What follows belongs to an exercise in optimizing a design on an open flow for small area; a production flow would make more cautious choices.
Where RTL was checked, it was by simulation tests only, not by an equivalence proof against the original.
Power figures rest on the tool's default switching activity, not on a simulated workload.

==> job 8622 <==
==> flow/design.v (excerpt) <==
module gfte (
    input  wire        clk,
    input  wire        rst,         
    input  wire        hsel,
    input  wire        hwrite,
    input  wire [17:0] haddr,
    input  wire [2:0]  hsize,
    input  wire [31:0] hwdata,
    output reg  [31:0] hrdata,
    output reg         bus_err,
    output reg         tx_valid,
    output reg  [7:0]  tx_data,
    input  wire        tx_ready,
    input  wire        rx_valid,
    input  wire [7:0]  rx_data,
    input  wire        ch_closed,
    input  wire        ch_err,
    input  wire        tick,
    output reg         irq
);
clock: 25.0 ns
lec_check: 0
abc_area: 1
cap_margin: 20
core_margin: 2
core_utilization: 20
place_density: 0.4
slew_margin: 20
run.sh (not shown) runs the stock make flow with config.mk's settings and CLKGATE_MAP_FILE= SYNTH_SCRIPT=/design/flow/synth_recipe.tcl, a recipe that flattens the netlist after the stock synthesis.
==> job 1099: changes against job 8622 <==
--- a/flow/design.v
+++ b/flow/design.v
@@ -18,47 +18,52 @@
     input  wire        tick,
     output reg         irq
 );
     localparam [1:0] PH_IDLE = 2'd0, PH_TX = 2'd1, PH_RX = 2'd2, PH_HOLD = 2'd3;
     reg [1:0]   phase;
     reg         done, err;
     reg [2:0]   err_code;
-    reg [2:0]   outcome;
-    reg [2:0]   reason;
+    reg [3:0]   res;            
     reg [31:0]  req;
     reg [15:0]  tx_len;
     reg [25:0]  policy;
     reg [7:0]   rsp_addr, rsp_cmd;
     reg [3:0]   rx_len;
-    reg         nak_valid;
     reg [8:0]   attempts;
     reg [15:0]  dl;
     reg [3:0]   ctr;            
-    reg [7:0]   acc;            
     reg [1:0]   rs;             
     reg [63:0]  txp;
     reg [63:0]  rxp;
     reg [7:0]   R [1:11];       
     reg [11:2]  M;              
     reg [7:1]   G;              
     wire [7:0]  req_addr = req[7:0];
     wire [7:0]  req_cmd  = req[15:8];
     wire [7:0]  req_rsp  = req[23:16];
     wire [7:0]  req_nak  = req[31:24];
+    wire [2:0]  reason  = res[3] ? 3'd0 : res[2:0];
+    wire [2:0]  outcome = res[3]           ? {1'b0, res[0], ~res[0]} :
+                          (res[2:0] == 3'd0) ? 3'd0 :
+                          !res[2]          ? 3'd3 :
+                          res[1]           ? 3'd4 : 3'd5;
+    wire        nak_valid = res[3] && res[0] && (rx_len != 4'd0);
     integer i, j, k;
     wire size_ok = (hsize == 3'd4) && (haddr[1:0] == 2'b00);
     wire is_csr  = (haddr[17:6] == 12'd0) && (haddr[5:2] <= 4'd10);
     wire win_ok  = (haddr[15:3] == 13'd0);
     wire is_txw  = (haddr[17:16] == 2'b01) && win_ok;
     wire is_rxw  = (haddr[17:16] == 2'b10) && win_ok;
     wire mapped  = size_ok && (is_csr || is_txw || is_rxw);
     wire host_rd = hsel && !hwrite && !rst && mapped;
     wire host_wr = hsel &&  hwrite && !rst && mapped;
     wire busy0 = (phase != PH_IDLE);
-    reg [7:0] tx_byte;
+    wire in_tx = (phase == PH_TX);
+    wire       tx_last = (ctr == {1'b0, tx_len[3:0]} + 4'd4);
+    reg [7:0]  tx_byte;
     always @(*) begin
         case (ctr)
             4'd0:  tx_byte = 8'h01;
             4'd1:  tx_byte = req_addr;
             4'd2:  tx_byte = req_cmd;
             4'd3:  tx_byte = {4'd0, tx_len[3:0]};
             4'd4:  tx_byte = txp[7:0];
@@ -67,19 +72,19 @@
             4'd7:  tx_byte = txp[31:24];
             4'd8:  tx_byte = txp[39:32];
             4'd9:  tx_byte = txp[47:40];
             4'd10: tx_byte = txp[55:48];
             4'd11: tx_byte = txp[63:56];
             default: tx_byte = 8'h00;
         endcase
-        if (ctr == {1'b0, tx_len[3:0]} + 4'd4)
-            tx_byte = acc;
+        if (tx_last)
+            tx_byte = R[11];
     end
     always @(*) begin
-        tx_valid = !rst && (phase == PH_TX);
+        tx_valid = !rst && in_tx;
         tx_data  = tx_valid ? tx_byte : 8'h00;
         irq      = !rst && (done || err);
     end
     always @(*) begin
         hrdata  = 32'd0;
         bus_err = hsel && !rst && !mapped;
         if (host_rd) begin
@@ -115,51 +120,56 @@
     reg [13:0] reach, stop;
     reg        w_term, w_inv;
     reg [1:0]  w_rsn;
     reg [3:0]  w_cnt;
     reg [7:0]  w_addr, w_cmd;
     reg [3:0]  w_len;
     reg [7:0]  w_pay [0:7];
-    reg        mx;
     always @(*) begin
         cnt = (phase == PH_RX) ? ctr : 4'd0;
         B[0] = 8'h01;
         for (j = 1; j <= 11; j = j + 1)
             B[j] = R[j];
         B[12] = rx_data;
-        mx = (rx_data == req_nak) || (rx_data == req_rsp);
         S[13] = 8'h00;
         for (j = 12; j >= 1; j = j - 1)
             S[j] = S[j + 1] ^ B[j];
         for (j = 2; j <= 11; j = j + 1)
             Mp[j] = M[j];
-        Mp[12] = mx;
+        Mp[12] = (rx_data == req_nak) || (rx_data == req_rsp);
         for (j = 0; j <= 8; j = j + 1)
             Gp[j] = ((j >= 1 && j <= 7) ? G[j] : 1'b0) |
                     ((B[j + 3] == 8 - j) && (S[j + 1] == 8'h00));
         for (j = 0; j <= 12; j = j + 1) begin
             at[j] = (cnt == 12 - j);
-            s[j]  = (j == 0) ? 1'b1 : (B[j] == 8'h01);
+            if (j == 0)
+                s[j] = 1'b1;
+            else if (j == 12)
+                s[j] = (B[j] == 8'h01);
+            else
+                s[j] = at[j] || (B[j] == 8'h01);
             adv1[j] = !s[j];
             blen[j] = 1'b0;
             bchk[j] = 1'b0;
             unex[j] = 1'b0;
             term[j] = 1'b0;
             if (j <= 9 && s[j]) begin
                 if (B[j + 3] > 8) begin
                     adv1[j] = 1'b1;
                     blen[j] = 1'b1;
-                end else if (j <= 8 && B[j + 3] <= 8 - j) begin
-                    if (!Gp[j]) begin
-                        adv1[j] = 1'b1;
-                        bchk[j] = 1'b1;
-                    end else if (Mp[j + 2])
-                        term[j] = 1'b1;
-                    else
-                        unex[j] = 1'b1;
+                end else if (j <= 8) begin
+                    if (B[j + 3] <= 8 - j) begin
+                        if (!Gp[j]) begin
+                            adv1[j] = 1'b1;
+                            bchk[j] = 1'b1;
+                        end else if (Mp[j + 2])
+                            term[j] = 1'b1;
+                        else
+                            unex[j] = 1'b1;
+                    end
                 end
             end
         end
         reach[0] = at[0];
         for (j = 1; j <= 13; j = j + 1) begin
             reach[j] = reach[j - 1] & adv1[j - 1];
             if (j <= 12)
@@ -196,106 +206,92 @@
                     if (j + 4 + k <= 11)
                         w_pay[k] = w_pay[k] | B[j + 4 + k];
             end
         end
     end
     reg [1:0]   n_phase;
     reg         n_done, n_err;
-    reg [2:0]   n_err_code, n_outcome, n_reason;
+    reg [2:0]   n_err_code;
+    reg [3:0]   n_res;
     reg [31:0]  n_req;
     reg [15:0]  n_tx_len;
     reg [25:0]  n_policy;
     reg [7:0]   n_rsp_addr, n_rsp_cmd;
     reg [3:0]   n_rx_len;
-    reg         n_nak_valid;
     reg [8:0]   n_attempts;
     reg [15:0]  n_dl;
     reg [3:0]   n_ctr;
-    reg [7:0]   n_acc;
     reg [1:0]   n_rs;
     reg         rxp_we, txp_we;
     reg         start;
-    reg [2:0]   fk, fr;
-    reg         tx_last;
+    reg [2:0]   fr;
     always @(*) begin
         n_phase     = phase;
         n_done      = done;
         n_err       = err;
         n_err_code  = err_code;
-        n_outcome   = outcome;
-        n_reason    = reason;
+        n_res       = res;
         n_req       = req;
         n_tx_len    = tx_len;
         n_policy    = policy;
         n_rsp_addr  = rsp_addr;
         n_rsp_cmd   = rsp_cmd;
         n_rx_len    = rx_len;
-        n_nak_valid = nak_valid;
         n_attempts  = attempts;
         n_dl        = dl;
         n_ctr       = ctr;
-        n_acc       = acc;
         n_rs        = rs;
         rxp_we      = 1'b0;
         txp_we      = 1'b0;
         start       = 1'b0;
-        fk          = 3'd0;
         fr          = 3'd0;
-        tx_last     = (ctr == {1'b0, tx_len[3:0]} + 4'd4);
-        if (phase == PH_TX && tx_ready) begin
-            n_acc = (ctr == 4'd0) ? 8'h00 : (acc ^ tx_byte);
+        if (in_tx && tx_ready) begin
             n_ctr = ctr + 4'd1;
             if (tx_last) begin
                 n_phase = PH_RX;
                 n_ctr   = 4'd0;
             end
         end
         if (rx_valid && n_phase == PH_RX) begin
             if (w_term) begin
                 n_rsp_addr = w_addr;
                 n_rsp_cmd  = w_cmd;
                 n_rx_len   = w_len;
                 rxp_we     = 1'b1;
-                if (w_cmd == req_nak) begin
-                    n_nak_valid = (w_len != 4'd0);
-                    n_outcome   = 3'd2;
-                end else
-                    n_outcome   = 3'd1;
-                n_phase  = PH_IDLE;
-                n_done   = 1'b1;
-                n_reason = 3'd0;
-                n_dl     = 16'd0;
+                n_res      = {3'b100, (w_cmd == req_nak)};
+                n_phase    = PH_IDLE;
+                n_done     = 1'b1;
+                n_dl       = 16'd0;
             end else begin
                 n_ctr = w_cnt;
                 if (w_inv) n_rs = w_rsn;
             end
         end
         if ((n_phase == PH_TX || n_phase == PH_RX) && (ch_closed || ch_err)) begin
             n_phase = PH_HOLD;
             n_rs    = {1'b1, !ch_closed};
         end
         if (tick && n_phase != PH_IDLE) begin
             n_dl = dl - 16'd1;
             if (dl == 16'd1) begin
-                case (n_phase)
-                    PH_TX:   begin fk = 3'd4; fr = 3'd6; end
-                    PH_RX:   if (n_rs != 2'd0) begin fk = 3'd3; fr = {1'b0, n_rs}; end
-                             else begin fk = 3'd4; fr = 3'd6; end
-                    default: begin fk = 3'd5; fr = {1'b1, 1'b0, n_rs[0]}; end
-                endcase
-                if (((fk == 3'd4) ? policy[24] : policy[25]) &&
+                if (n_phase == PH_HOLD)
+                    fr = {2'b10, n_rs[0]};
+                else if (n_phase == PH_RX && n_rs != 2'd0)
+                    fr = {1'b0, n_rs};
+                else
+                    fr = 3'd6;
+                if (((fr == 3'd6) ? policy[24] : policy[25]) &&
                     (attempts <= {1'b0, policy[23:16]})) begin
                     n_attempts = attempts + 9'd1;
                     start      = 1'b1;
                 end else begin
-                    n_phase   = PH_IDLE;
-                    n_done    = 1'b1;
-                    n_outcome = fk;
-                    n_reason  = fr;
-                    n_dl      = 16'd0;
+                    n_phase = PH_IDLE;
+                    n_done  = 1'b1;
+                    n_res   = {1'b0, fr};
+                    n_dl    = 16'd0;
                 end
             end
         end
         if (host_wr) begin
             if (is_txw) begin
                 if (n_phase != PH_IDLE) begin
                     n_err = 1'b1; n_err_code = 3'd4;
@@ -310,20 +306,18 @@
                                     n_err = 1'b1; n_err_code = 3'd3;
                                 end else if (tx_len > 16'd8) begin
                                     n_err = 1'b1; n_err_code = 3'd1;
                                 end else if (policy[15:0] == 16'd0) begin
                                     n_err = 1'b1; n_err_code = 3'd2;
                                 end else begin
                                     n_done      = 1'b0;
-                                    n_outcome   = 3'd0;
-                                    n_reason    = 3'd0;
+                                    n_res       = 4'd0;
                                     n_rsp_addr  = 8'h00;
                                     n_rsp_cmd   = 8'h00;
                                     n_rx_len    = 4'd0;
-                                    n_nak_valid = 1'b0;
                                     n_attempts  = 9'd1;
                                     start       = 1'b1;
                                 end
                             end
                             2'd2: begin
                                 n_done = 1'b0; n_err = 1'b0; n_err_code = 3'd0;
                             end
@@ -358,53 +352,48 @@
     end
     always @(posedge clk) begin
         if (rst) begin
             phase     <= PH_IDLE;
             done      <= 1'b0;
             err       <= 1'b0;
             err_code  <= 3'd0;
-            outcome   <= 3'd0;
-            reason    <= 3'd0;
+            res       <= 4'd0;
             req       <= 32'd0;
             tx_len    <= 16'd0;
             policy    <= 26'h300_0000;
             rsp_addr  <= 8'h00;
             rsp_cmd   <= 8'h00;
             rx_len    <= 4'd0;
-            nak_valid <= 1'b0;
             attempts  <= 9'd0;
             dl        <= 16'd0;
         end else begin
             phase     <= n_phase;
             done      <= n_done;
             err       <= n_err;
             err_code  <= n_err_code;
-            outcome   <= n_outcome;
-            reason    <= n_reason;
+            res       <= n_res;
             req       <= n_req;
             tx_len    <= n_tx_len;
             policy    <= n_policy;
             rsp_addr  <= n_rsp_addr;
             rsp_cmd   <= n_rsp_cmd;
             rx_len    <= n_rx_len;
-            nak_valid <= n_nak_valid;
             attempts  <= n_attempts;
             dl        <= n_dl;
         end
     end
     always @(posedge clk) begin
         ctr <= n_ctr;
-        acc <= n_acc;
         rs  <= n_rs;
     end
     always @(posedge clk) begin
-        if (rx_valid) begin
+        if (in_tx ? tx_ready : rx_valid) begin
             for (j = 1; j <= 10; j = j + 1)
                 R[j] <= R[j + 1];
-            R[11] <= rx_data;
+            R[11] <= in_tx ? (((ctr[3:1] == 3'd0) ? 8'h00 : R[11]) ^ tx_byte) : rx_data;
             for (j = 2; j <= 11; j = j + 1)
                 M[j] <= Mp[j + 1];
             for (j = 1; j <= 7; j = j + 1)
                 G[j] <= Gp[j + 1];
         end
     end
     always @(posedge clk) begin
==> flow/flow/run.sh (new file) <==
#!/bin/bash
# Layout flow: the standard flow (standard.sh) with three changes:
#  - synthesis maps with an area-oriented ABC script (flow/my_synth.tcl, flow/area.abc);
#  - the clock tree uses clkbuf_8 leaf clusters and no dummy loads;
#  - port buffers are buf_1 cells.
set -euo pipefail
W=$PWD
export GFTE_ABC_SCRIPT=$W/flow/area.abc
CTS="-sink_clustering_enable -repair_clock_nets -sink_clustering_size 16 -sink_clustering_max_diameter 60 -buf_list sky130_fd_sc_hd__clkbuf_8 -dont_use_dummy_load"
bash standard.sh SYNTH_SCRIPT=$W/flow/my_synth.tcl "CTS_ARGS=$CTS" "BUFFER_PORTS_ARGS=-buffer_cell sky130_fd_sc_hd__buf_1" finish > $W/flow_make.log 2>&1
==> flow/flow/area.abc (new file) <==
strash
&get -n
&deepsyn -T 60
&put
dch -f
amap
==> flow/flow/my_synth.tcl (new file) <==
proc synth {args} { yosys synth -nofsm -noshare {*}$args }
proc abc {args} {
  set i [lsearch -exact $args -script]
  if { $i >= 0 } {
    lset args [expr { $i + 1 }] $::env(GFTE_ABC_SCRIPT)
  }
  yosys abc {*}$args
}
source $::env(SCRIPTS_DIR)/synth.tcl
# left out here: clear keep_hierarchy, flatten, clean up, hide names made inside functions, write 1_2_yosys.v
==> flow/standard.sh (new file) <==
#!/bin/bash
# synth_recipe.tcl (not shown) runs the flow's synth.tcl, then flattens the netlist and writes it again
# the make line also repeats each setting of config.mk as NAME=value (left out here)
make -C /OpenROAD-flow-scripts/flow DESIGN_CONFIG=/design/flow/config.mk WORK_HOME=/design/flow/orfs CLKGATE_MAP_FILE= SYNTH_SCRIPT=/design/flow/synth_recipe.tcl "${@:-finish}"
Settings changed: ABC_AREA 1 to default, CORE_UTILIZATION 20 to 50, PLACE_DENSITY 0.4 to 0.65.
removed: flow/run.sh
==> run summary <==
	job 1099	job 8622
Maximum vdd drop	0.0891 mV	0.0454 mV
Iter 0 DRT Violations	4337	2916
Clk_skew	132 ps	33.9 ps
Synth cell types	55	69
Synth Cell Area	20200 sq um	25000 sq um
Run status	finished clean	finished clean
GR met3 Demand/Resource	14.6%	2.77%
Non-CTS inverters	365	502
Grt met2 use	70.7%	30.2%
Clock latency of the later-clocked register in the worst-skew pair	710 ps	650 ps
Worst Path Class, Setup	in2reg	in2out
Count of buffering cells on the critical path with inverters included	9	5
Top Layer Used	met4	met5
Reported sequential group power	0.945 mW	0.747 mW
Pre-CTS WS	5160 ps	10720 ps
Layout Utilization	55.6%	23.9%
No functional check of the RTL was part of job 8622.

## separate check: timing with driven ports
Ports are ideal in the flow. The routed layouts listed here were re-timed in OpenROAD. Step 1 sets driving cells, clkbuf_16 on the clock port and buf_2 on the other inputs (assumed; they add their load-dependent delay and slew). Step 2 adds t to the input delays and takes it off the output delays; t is the mean of the earliest and latest rising clock arrival at the registers after step 1. Input paths then give back, and output paths get back, about the clock's delay inside the block. Three values: ideal, step 1, step 2; two values: the first two.
run	shift t [ns]	setup slack, ns	worst hold slack (ns)
job 8622	0.703	10.678 / 10.656 / 10.656	0.440 / 0.440 / 0.440
job 1099	0.704	5.514 / 5.549 / 4.845	0.385 / 0.385 / 0.385
After both steps every run listed still meets setup and hold. For job 1099, which loses most, drivers alone change the setup slack by +0.035 ns; drivers and shift together by -0.669 ns.
